Context: an optimization exercise on an open-source flow, tuned for small area, a short achievable clock period and few clock cycles per item. The choices shown serve that exercise and are no tape-out recipe. Where RTL was checked, it was by simulation tests only, not by an equivalence proof against the original. No activity file was given, so power comes from the tool's default toggle rates.

Design gf_engine, start of the top module:
module gf_engine (
    input  wire        clk,
    input  wire        rst,         
    input  wire        fa_we,
    input  wire [12:0] fa_wdata,
    input  wire        fb_we,
    input  wire [12:0] fb_wdata,
    output wire [12:0] fa,
    output wire [12:0] fb,
    output wire [12:0] fr,
    input  wire        cmd_valid,
    input  wire [31:0] cmd_word,
    output wire [7:0]  status
);
    reg [12:0] fa_r;
    reg [12:0] fb_r;
    reg [12:0] fr_r;
    reg        done_r;          
    reg        err_r;           
    assign fa     = fa_r;
    assign fb     = fb_r;
    assign fr     = fr_r;
    assign status = {3'b000, err_r, err_r, 1'b0, done_r, 1'b0};
    wire [12:0] fa4;
    gf_engine_sq2 u_sq2 (.a(fa_r), .y(fa4));
    wire [12:0] opa;
    gf_engine_sel u_sel (.s0(cmd_word[0]), .a0(fa_r), .s1(cmd_word[1]), .a1(fa4), .y(opa));
    wire [168:0] mcol;
    gf_engine_mcols u_mcols (.b(fb_r), .m(mcol));
    wire [12:0] prod;
    genvar gi, gk;
    generate
        for (gk = 0; gk < 13; gk = gk + 1) begin : g_row
            wire [12:0] m;
            for (gi = 0; gi < 13; gi = gi + 1) begin : g_m
                assign m[gi] = mcol[13*gi + gk];
            end
            gf_engine_dot13 u_dot (.m(m), .a(opa), .y(prod[gk]));
        end
    endgenerate
    wire cmd_hi0     = (cmd_word[31:2] == 30'd0);
    wire is_gfmul    = cmd_hi0 && (cmd_word[1:0] == 2'b01);
    wire is_gfsq2mul = cmd_hi0 && (cmd_word[1:0] == 2'b10);
  ...
For scale: about 41 flip-flops, about 5600 um2 of cells after synthesis.
==> module gf_engine, before the edit <==
module gf_engine (
    input  wire        clk,
    input  wire        rst,         
    input  wire        fa_we,
    input  wire [12:0] fa_wdata,
    input  wire        fb_we,
    input  wire [12:0] fb_wdata,
    output wire [12:0] fa,
    output wire [12:0] fb,
    output wire [12:0] fr,
    input  wire        cmd_valid,
    input  wire [31:0] cmd_word,
    output wire [7:0]  status
);
    reg [12:0] fa_r;
    reg [12:0] fb_r;
    reg [12:0] fr_r;
    reg        done_r;          
    reg        err_r;           
    assign fa     = fa_r;
    assign fb     = fb_r;
    assign fr     = fr_r;
    assign status = {3'b000, err_r, err_r, 1'b0, done_r, 1'b0};
    wire [12:0] fa4;
    gf_engine_sq2 u_sq2 (.a(fa_r), .y(fa4));
    wire [12:0] opa;
    gf_engine_sel u_sel (.s0(cmd_word[0]), .a0(fa_r), .s1(cmd_word[1]), .a1(fa4), .y(opa));
    wire [168:0] mcol;
    gf_engine_mcols u_mcols (.b(fb_r), .m(mcol));
    wire [12:0] prod;
    genvar gi, gk;
    generate
        for (gk = 0; gk < 13; gk = gk + 1) begin : g_row
            wire [12:0] m;
            for (gi = 0; gi < 13; gi = gi + 1) begin : g_m
                assign m[gi] = mcol[13*gi + gk];
            end
            gf_engine_dot13 u_dot (.m(m), .a(opa), .y(prod[gk]));
        end
    endgenerate
    wire cmd_hi0     = (cmd_word[31:2] == 30'd0);
    wire is_gfmul    = cmd_hi0 && (cmd_word[1:0] == 2'b01);
    wire is_gfsq2mul = cmd_hi0 && (cmd_word[1:0] == 2'b10);
    wire legal       = is_gfmul | is_gfsq2mul;
    wire [12:0] fa_next;
    wire [12:0] fb_next;
    wire [12:0] fr_next;
    gf_engine_upd u_upd_fa (.rst(rst), .we(fa_we), .d(fa_wdata), .q(fa_r), .y(fa_next));
    gf_engine_upd u_upd_fb (.rst(rst), .we(fb_we), .d(fb_wdata), .q(fb_r), .y(fb_next));
    gf_engine_upd u_upd_fr (.rst(rst), .we(cmd_valid & legal), .d(prod), .q(fr_r), .y(fr_next));
    always @(posedge clk) begin
        fa_r <= fa_next;
        fb_r <= fb_next;
        fr_r <= fr_next;
        if (rst) begin
            done_r <= 1'b0;
            err_r  <= 1'b0;
        end else if (cmd_valid) begin
            done_r <= legal;
            err_r  <= !legal;
        end
    end
endmodule
export LEC_CHECK = 0
export CAP_MARGIN = 0
export CORE_MARGIN = 2
export CORE_UTILIZATION = 40
export CTS_BUF_LIST = sky130_fd_sc_hd__clkbuf_8
export PLACE_DENSITY = 0.6
export SETUP_SLACK_MARGIN = 2.45
export SLEW_MARGIN = 0
export SYNTH_HIERARCHICAL = 1
export SYNTH_MINIMUM_KEEP_SIZE = 0
export TNS_END_PERCENT = 5
create_clock -name core_clock -period 5.0 [get_ports {clk}]
standard.sh (not shown) runs the stock make flow with config.mk's settings and CLKGATE_MAP_FILE= SYNTH_SCRIPT=/design/flow/synth_recipe.tcl, a recipe that flattens the netlist after the stock synthesis.
==> flow/flow/run.sh <==
#!/bin/bash
# Own layout flow: the standard flow (standard.sh), with two changes to
# how the layout is made:
#  * the port buffers that the standard flow inserts on every input and
#    output are sky130_fd_sc_hd__buf_1 instead of the default choice
#    (the resizer may still upsize them where timing needs it);
#  * the 3-input XOR/XNOR cells are added to the platform's don't-use list,
#    so that synthesis builds the XOR trees from faster 2-input cells.
# Everything else (synthesis script, floorplan, power grid, tap cells,
# placement, CTS, routing) is the standard flow unchanged.
set -euo pipefail
cd "$(dirname "$0")/.."

PLATFORM_DONT_USE="sky130_fd_sc_hd__probe_p_8 sky130_fd_sc_hd__probec_p_8 \
sky130_fd_sc_hd__lpflow_bleeder_1 sky130_fd_sc_hd__lpflow_clkbufkapwr_1 \
sky130_fd_sc_hd__lpflow_clkbufkapwr_16 sky130_fd_sc_hd__lpflow_clkbufkapwr_2 \
sky130_fd_sc_hd__lpflow_clkbufkapwr_4 sky130_fd_sc_hd__lpflow_clkbufkapwr_8 \
sky130_fd_sc_hd__lpflow_clkinvkapwr_1 sky130_fd_sc_hd__lpflow_clkinvkapwr_16 \
sky130_fd_sc_hd__lpflow_clkinvkapwr_2 sky130_fd_sc_hd__lpflow_clkinvkapwr_4 \
sky130_fd_sc_hd__lpflow_clkinvkapwr_8 sky130_fd_sc_hd__lpflow_decapkapwr_12 \
sky130_fd_sc_hd__lpflow_decapkapwr_3 sky130_fd_sc_hd__lpflow_decapkapwr_4 \
sky130_fd_sc_hd__lpflow_decapkapwr_6 sky130_fd_sc_hd__lpflow_decapkapwr_8 \
sky130_fd_sc_hd__lpflow_inputiso0n_1 sky130_fd_sc_hd__lpflow_inputiso0p_1 \
sky130_fd_sc_hd__lpflow_inputiso1n_1 sky130_fd_sc_hd__lpflow_inputiso1p_1 \
sky130_fd_sc_hd__lpflow_inputisolatch_1 sky130_fd_sc_hd__lpflow_isobufsrc_1 \
sky130_fd_sc_hd__lpflow_isobufsrc_16 sky130_fd_sc_hd__lpflow_isobufsrc_2 \
sky130_fd_sc_hd__lpflow_isobufsrc_4 sky130_fd_sc_hd__lpflow_isobufsrc_8 \
sky130_fd_sc_hd__lpflow_isobufsrckapwr_16 \
sky130_fd_sc_hd__lpflow_lsbuf_lh_hl_isowell_tap_1 \
sky130_fd_sc_hd__lpflow_lsbuf_lh_hl_isowell_tap_2 \
sky130_fd_sc_hd__lpflow_lsbuf_lh_hl_isowell_tap_4 \
sky130_fd_sc_hd__lpflow_lsbuf_lh_isowell_4 \
sky130_fd_sc_hd__lpflow_lsbuf_lh_isowell_tap_1 \
sky130_fd_sc_hd__lpflow_lsbuf_lh_isowell_tap_2 \
sky130_fd_sc_hd__lpflow_lsbuf_lh_isowell_tap_4"
EXTRA_DONT_USE="sky130_fd_sc_hd__xor3_1 sky130_fd_sc_hd__xor3_2 sky130_fd_sc_hd__xor3_4 \
sky130_fd_sc_hd__xnor3_1 sky130_fd_sc_hd__xnor3_2 sky130_fd_sc_hd__xnor3_4"

bash standard.sh finish \
    "DONT_USE_CELLS=$PLATFORM_DONT_USE $EXTRA_DONT_USE" \
    "BUFFER_PORTS_ARGS=-buffer_cell sky130_fd_sc_hd__buf_1" \
    > flow_make.log 2>&1
Testbench counts at the start, summed over its fixed seeds: cycles 4,800, ops 2,400.
Then changed:
--- a/flow/design.v
+++ b/flow/design.v
@@ -46,6 +46,8 @@
     wire [12:0] fb_next;
     wire [12:0] fr_next;
-    gf_engine_upd u_upd_fa (.rst(rst), .we(fa_we), .d(fa_wdata), .q(fa_r), .y(fa_next));
-    gf_engine_upd u_upd_fb (.rst(rst), .we(fb_we), .d(fb_wdata), .q(fb_r), .y(fb_next));
+    wire fa_ld = fa_we & !rst;
+    wire fb_ld = fb_we & !rst;
+    gf_engine_ld u_ld_fa (.rst(rst), .ld(fa_ld), .d(fa_wdata), .q(fa_r), .y(fa_next));
+    gf_engine_ld u_ld_fb (.rst(rst), .ld(fb_ld), .d(fb_wdata), .q(fb_r), .y(fb_next));
     gf_engine_upd u_upd_fr (.rst(rst), .we(cmd_valid & legal), .d(prod), .q(fr_r), .y(fr_next));
     always @(posedge clk) begin
@@ -187,2 +189,11 @@
     assign y = rst ? 13'd0 : (we ? d : q);
 endmodule
+module gf_engine_ld (
+    input  wire        rst,
+    input  wire        ld,
+    input  wire [12:0] d,
+    input  wire [12:0] q,
+    output wire [12:0] y
+);
+    assign y = ld ? d : (rst ? 13'd0 : q);
+endmodule
Outcome: The changed run produced a clean layout; combinational power rises by 27%; setup slack gets worse by 0.0080 ns; fmax decreases by 0.32%; power came out higher by 16%; routed wire length is higher by 9.1%; core utilization rises by 1.6 points; via count increases by 1.8%; final area goes up by 0.92%; global-route usage goes up by 1.2 points; synthesized area falls by 1.4%; die area drops by 1.3%; worst hold slack gets worse by 0.0052 ns; non-clock buffer count rose by 10.
Function not checked in the second run of this note: the RTL went through the layout flow alone.


gf_engine again, from the RTL that the note above started with.
Settings: LEC_CHECK=0, CAP_MARGIN=20, CORE_MARGIN=2, CORE_UTILIZATION=40, CTS_BUF_LIST=sky130_fd_sc_hd__clkbuf_8, PLACE_DENSITY=0.6, SETUP_SLACK_MARGIN=2.4, SLEW_MARGIN=20, SYNTH_HIERARCHICAL=1, SYNTH_MINIMUM_KEEP_SIZE=0; clock period 5.0 ns.
Scripts as last shown in full above: flow/flow/run.sh
The starting point completed with no timing, DRC or antenna violations.
Testbench counts at the start, summed over its fixed seeds: cycles 4,800, ops 2,400.
Next try:
--- a/flow/design.v
+++ b/flow/design.v
@@ -20,10 +20,12 @@
     assign fa     = fa_r;
     assign fb     = fb_r;
     assign fr     = fr_r;
     assign status = {3'b000, err_r, err_r, 1'b0, done_r, 1'b0};
-    wire [12:0] fa4;
-    gf_engine_sq2 u_sq2 (.a(fa_r), .y(fa4));
+    reg  [12:0] fa4_r;
+    wire [12:0] fa4 = fa4_r;
+    wire [12:0] fa4_wdata;
+    gf_engine_sq2 u_sq2 (.a(fa_wdata), .y(fa4_wdata));
     wire [12:0] opa;
     gf_engine_sel u_sel (.s0(cmd_word[0]), .a0(fa_r), .s1(cmd_word[1]), .a1(fa4), .y(opa));
     wire [168:0] mcol;
     gf_engine_mcols u_mcols (.b(fb_r), .m(mcol));
@@ -45,12 +47,15 @@
     wire [12:0] fa_next;
     wire [12:0] fb_next;
     wire [12:0] fr_next;
     gf_engine_upd u_upd_fa (.rst(rst), .we(fa_we), .d(fa_wdata), .q(fa_r), .y(fa_next));
+    wire [12:0] fa4_next;
+    gf_engine_upd u_upd_fa4 (.rst(rst), .we(fa_we), .d(fa4_wdata), .q(fa4_r), .y(fa4_next));
     gf_engine_upd u_upd_fb (.rst(rst), .we(fb_we), .d(fb_wdata), .q(fb_r), .y(fb_next));
     gf_engine_upd u_upd_fr (.rst(rst), .we(cmd_valid & legal), .d(prod), .q(fr_r), .y(fr_next));
     always @(posedge clk) begin
         fa_r <= fa_next;
+        fa4_r <= fa4_next;
         fb_r <= fb_next;
         fr_r <= fr_next;
         if (rst) begin
             done_r <= 1'b0;
Outcome:
- The changed run completed with no timing, DRC or antenna violations
- total power falls by 7.6%
- core utilization came out lower by 0.93 points
- setup slack improved by 0.0095 ns
- global-route usage is higher by 0.17 points
- critical path depth is lower by 3
- die area increases by 8.2%
- sequential power went up by 32%
For the second run of this note, only the layout was checked, not whether the RTL still works.


The RTL this note starts from:
==> flow/design.v <==
module gf_engine (
    input  wire        clk,
    input  wire        rst,         
    input  wire        fa_we,
    input  wire [12:0] fa_wdata,
    input  wire        fb_we,
    input  wire [12:0] fb_wdata,
    output wire [12:0] fa,
    output wire [12:0] fb,
    output wire [12:0] fr,
    input  wire        cmd_valid,
    input  wire [31:0] cmd_word,
    output wire [7:0]  status
);
    reg [12:0] fa_r;
    reg [12:0] fb_r;
    reg [12:0] fr_r;
    reg        done_r;          
    reg        err_r;           
    assign fa     = fa_r;
    assign fb     = fb_r;
    assign fr     = fr_r;
    assign status = {3'b000, err_r, err_r, 1'b0, done_r, 1'b0};
    wire [12:0] fa4;
    gf_engine_sq2 u_sq2 (.a(fa_r), .y(fa4));
    wire [12:0] opa;
    gf_engine_sel u_sel (.s0(cmd_word[0]), .a0(fa_r), .s1(cmd_word[1]), .a1(fa4), .y(opa));
    wire [168:0] mcol;
    gf_engine_mcols u_mcols (.b(fb_r), .m(mcol));
    wire [12:0] prod;
    genvar gi, gk;
    generate
        for (gk = 0; gk < 13; gk = gk + 1) begin : g_row
            wire [12:0] m;
            for (gi = 0; gi < 13; gi = gi + 1) begin : g_m
                assign m[gi] = mcol[13*gi + gk];
            end
            gf_engine_dot13 u_dot (.m(m), .a(opa), .y(prod[gk]));
        end
    endgenerate
    wire cmd_hi0     = (cmd_word[31:2] == 30'd0);
    wire is_gfmul    = cmd_hi0 && (cmd_word[1:0] == 2'b01);
    wire is_gfsq2mul = cmd_hi0 && (cmd_word[1:0] == 2'b10);
    wire legal       = is_gfmul | is_gfsq2mul;
    wire [12:0] fa_next;
    wire [12:0] fb_next;
    wire [12:0] fr_next;
    gf_engine_upd u_upd_fa (.rst(rst), .we(fa_we), .d(fa_wdata), .q(fa_r), .y(fa_next));
    gf_engine_upd u_upd_fb (.rst(rst), .we(fb_we), .d(fb_wdata), .q(fb_r), .y(fb_next));
    wire fr_load = cmd_valid & legal & !rst;
    gf_engine_ld u_ld_fr (.rst(rst), .ld(fr_load), .d(prod), .q(fr_r), .y(fr_next));
    always @(posedge clk) begin
        fa_r <= fa_next;
        fb_r <= fb_next;
        fr_r <= fr_next;
        if (rst) begin
            done_r <= 1'b0;
            err_r  <= 1'b0;
        end else if (cmd_valid) begin
            done_r <= legal;
            err_r  <= !legal;
        end
    end
endmodule
module gf_engine_sq2 (
    input  wire [12:0] a,
    output wire [12:0] y
);
    wire g0;
    wire g1;
    wire g2;
    wire g3;
    wire g4;
    wire g5;
    wire g6;
    wire g7;
    gf_engine_xor2 u_g0 (.a(a[9]), .b(a[11]), .y(g0));
    gf_engine_xor2 u_g1 (.a(a[8]), .b(a[10]), .y(g1));
    gf_engine_xor2 u_g2 (.a(g0), .b(g1), .y(g2));
    gf_engine_xor2 u_g3 (.a(a[7]), .b(a[12]), .y(g3));
    gf_engine_xor2 u_g4 (.a(a[10]), .b(a[12]), .y(g4));
    gf_engine_xor2 u_g5 (.a(a[4]), .b(a[6]), .y(g5));
    gf_engine_xor2 u_g6 (.a(g1), .b(a[11]), .y(g6));
    gf_engine_xor2 u_g7 (.a(g0), .b(a[5]), .y(g7));
    wire h0;
    gf_engine_xor2 u_h0 (.a(a[0]), .b(a[11]), .y(h0));
    wire h1;
    gf_engine_xor2 u_h1 (.a(g4), .b(h0), .y(h1));
    assign y[0] = h1;
    wire h2;
    gf_engine_xor2 u_h2 (.a(a[11]), .b(a[6]), .y(h2));
    wire h3;
    gf_engine_xor2 u_h3 (.a(a[8]), .b(h2), .y(h3));
    assign y[1] = h3;
    wire h4;
    gf_engine_xor2 u_h4 (.a(g3), .b(g6), .y(h4));
    assign y[2] = h4;
    wire h5;
    gf_engine_xor2 u_h5 (.a(g0), .b(g5), .y(h5));
    assign y[3] = h5;
    wire h6;
    gf_engine_xor2 u_h6 (.a(a[1]), .b(a[7]), .y(h6));
    wire h7;
    gf_engine_xor2 u_h7 (.a(g5), .b(h6), .y(h7));
    wire h8;
    gf_engine_xor2 u_h8 (.a(g2), .b(h7), .y(h8));
    assign y[4] = h8;
    assign y[5] = g2;
    wire h9;
    gf_engine_xor2 u_h9 (.a(g5), .b(g6), .y(h9));
    assign y[6] = h9;
    wire h10;
    gf_engine_xor2 u_h10 (.a(a[4]), .b(g7), .y(h10));
    assign y[7] = h10;
    wire h11;
    gf_engine_xor2 u_h11 (.a(a[2]), .b(a[5]), .y(h11));
    wire h12;
    gf_engine_xor2 u_h12 (.a(g3), .b(h11), .y(h12));
    wire h13;
    gf_engine_xor2 u_h13 (.a(g2), .b(h12), .y(h13));
    assign y[8] = h13;
    wire h14;
    gf_engine_xor2 u_h14 (.a(g0), .b(g4), .y(h14));
    assign y[9] = h14;
    wire h15;
    gf_engine_xor2 u_h15 (.a(g3), .b(g7), .y(h15));
    assign y[10] = h15;
    wire h16;
    gf_engine_xor2 u_h16 (.a(a[5]), .b(a[6]), .y(h16));
    wire h17;
    gf_engine_xor2 u_h17 (.a(g4), .b(h16), .y(h17));
    assign y[11] = h17;
    wire h18;
    gf_engine_xor2 u_h18 (.a(a[12]), .b(a[3]), .y(h18));
    wire h19;
    gf_engine_xor2 u_h19 (.a(a[6]), .b(h18), .y(h19));
    wire h20;
    gf_engine_xor2 u_h20 (.a(g2), .b(h19), .y(h20));
    assign y[12] = h20;
endmodule
module gf_engine_sel (
    input  wire        s0,
    input  wire [12:0] a0,
    input  wire        s1,
    input  wire [12:0] a1,
    output wire [12:0] y
);
    assign y = ({13{s0}} & a0) | ({13{s1}} & a1);
endmodule
module gf_engine_mcols (
    input  wire [12:0]  b,
    output wire [168:0] m
);
    wire [12:0] col [0:12];
    assign col[0] = b;
    genvar gi;
    generate
        for (gi = 1; gi < 13; gi = gi + 1) begin : g_col
            assign col[gi] = {col[gi-1][11:0], 1'b0}
                           ^ {8'd0, col[gi-1][12], col[gi-1][12], 1'b0, col[gi-1][12], col[gi-1][12]};
        end
        for (gi = 0; gi < 13; gi = gi + 1) begin : g_out
            assign m[13*gi +: 13] = col[gi];
        end
    endgenerate
endmodule
module gf_engine_dot13 (
    input  wire [12:0] m,
    input  wire [12:0] a,
    output wire        y
);
    assign y = ^(m & a);
endmodule
module gf_engine_xor2 (
    input  wire a,
    input  wire b,
    output wire y
);
    assign y = a ^ b;
endmodule
module gf_engine_upd (
    input  wire        rst,
    input  wire        we,
    input  wire [12:0] d,
    input  wire [12:0] q,
    output wire [12:0] y
);
    assign y = rst ? 13'd0 : (we ? d : q);
endmodule
module gf_engine_ld (
    input  wire        rst,
    input  wire        ld,
    input  wire [12:0] d,
    input  wire [12:0] q,
    output wire [12:0] y
);
    assign y = ld ? d : (rst ? 13'd0 : q);
endmodule
export LEC_CHECK = 0
export CAP_MARGIN = 20
export CORE_MARGIN = 2
export CORE_UTILIZATION = 40
export CTS_BUF_LIST = sky130_fd_sc_hd__clkbuf_8
export PLACE_DENSITY = 0.6
export SETUP_SLACK_MARGIN = 2.4
export SLEW_MARGIN = 20
export SYNTH_HIERARCHICAL = 1
export SYNTH_MINIMUM_KEEP_SIZE = 0
create_clock -name core_clock -period 5.0 [get_ports {clk}]
Scripts as last shown in full above: flow/flow/run.sh
The baseline ran to the end with no violations.
Change:
--- a/flow/design.v
+++ b/flow/design.v
@@ -39,29 +39,27 @@
         end
     endgenerate
     wire cmd_hi0     = (cmd_word[31:2] == 30'd0);
     wire is_gfmul    = cmd_hi0 && (cmd_word[1:0] == 2'b01);
     wire is_gfsq2mul = cmd_hi0 && (cmd_word[1:0] == 2'b10);
     wire legal       = is_gfmul | is_gfsq2mul;
-    wire [12:0] fa_next;
-    wire [12:0] fb_next;
-    wire [12:0] fr_next;
-    gf_engine_upd u_upd_fa (.rst(rst), .we(fa_we), .d(fa_wdata), .q(fa_r), .y(fa_next));
-    gf_engine_upd u_upd_fb (.rst(rst), .we(fb_we), .d(fb_wdata), .q(fb_r), .y(fb_next));
-    wire fr_load = cmd_valid & legal & !rst;
-    gf_engine_ld u_ld_fr (.rst(rst), .ld(fr_load), .d(prod), .q(fr_r), .y(fr_next));
     always @(posedge clk) begin
-        fa_r <= fa_next;
-        fb_r <= fb_next;
-        fr_r <= fr_next;
         if (rst) begin
+            fa_r   <= 13'd0;
+            fb_r   <= 13'd0;
+            fr_r   <= 13'd0;
             done_r <= 1'b0;
             err_r  <= 1'b0;
-        end else if (cmd_valid) begin
-            done_r <= legal;
-            err_r  <= !legal;
+        end else begin
+            if (fa_we) fa_r <= fa_wdata;
+            if (fb_we) fb_r <= fb_wdata;
+            if (cmd_valid) begin
+                done_r <= legal;
+                err_r  <= !legal;
+                if (legal) fr_r <= prod;
+            end
         end
     end
 endmodule
 module gf_engine_sq2 (
     input  wire [12:0] a,
     output wire [12:0] y
@@ -175,24 +173,6 @@
     input  wire a,
     input  wire b,
     output wire y
 );
     assign y = a ^ b;
 endmodule
-module gf_engine_upd (
-    input  wire        rst,
-    input  wire        we,
-    input  wire [12:0] d,
-    input  wire [12:0] q,
-    output wire [12:0] y
-);
-    assign y = rst ? 13'd0 : (we ? d : q);
-endmodule
-module gf_engine_ld (
-    input  wire        rst,
-    input  wire        ld,
-    input  wire [12:0] d,
-    input  wire [12:0] q,
-    output wire [12:0] y
-);
-    assign y = ld ? d : (rst ? 13'd0 : q);
-endmodule
Effect: Total power rises by 0.41%. Maximum frequency goes up by 2.2%. Final cell count rose by 1.8%. Worst setup slack gets better by 56 ps. Clock power came out lower by about 3%. Routed wire length goes down by 4.4%. Synthesized cell count came out higher by 3.1%. Count of clock-buffer cells in the layout decreases by 1. Sequential share of layout area goes down by 0.27 points. Via count fell by 0.33%.
No run of this note included a check of the RTL's function; only the layout flow was run.

[port drivers added, routing unchanged]
Ports are ideal in the flow. The routed layouts listed here were re-timed in OpenROAD.
Step 1, drivers: a clkbuf_16 drives clk and a buf_2 each remaining input, both assumed.
Step 2, shift: input delay + t, output delay - t, t = (earliest + latest rising clock arrival at the registers) / 2. This alone moves slack from input paths to output paths.
Slacks: ideal / step 1 / step 2; pairs: ideal / step 1.
| run | shift t [ns] | setup WS [ns] | worst setup path at the end | slew at the worst register clock pin (ns) | pins driven straight from the clock port |
|---|---|---|---|---|---|
| the first run of note 1 | 0.346 | 2.516 / 2.516 / 2.190 | input to register | 0.10 / 0.10 | 1 |
| the second run of note 1 | 0.330 | 2.508 / 2.510 / 2.188 | input to register | 0.09 / 0.09 | 1 |
| the first run of note 2 | 0.347 | 2.524 / 2.524 / 2.219 | input to register | 0.10 / 0.10 | 1 |
| the second run of note 2 | 0.362 | 2.533 / 2.546 / 2.184 | input to register | 0.11 / 0.11 | 1 |
| the first run of note 3 | 0.330 | 2.422 / 2.422 / 2.235 | input to register | 0.08 / 0.08 | 1 |
| the second run of note 3 | 0.346 | 2.479 / 2.479 / 2.246 | input to register | 0.08 / 0.08 | 1 |
After both steps every run listed still meets setup and hold. For the second run of note 2, which loses most, drivers alone change the setup slack by +0.013 ns; drivers and shift together by -0.349 ns.
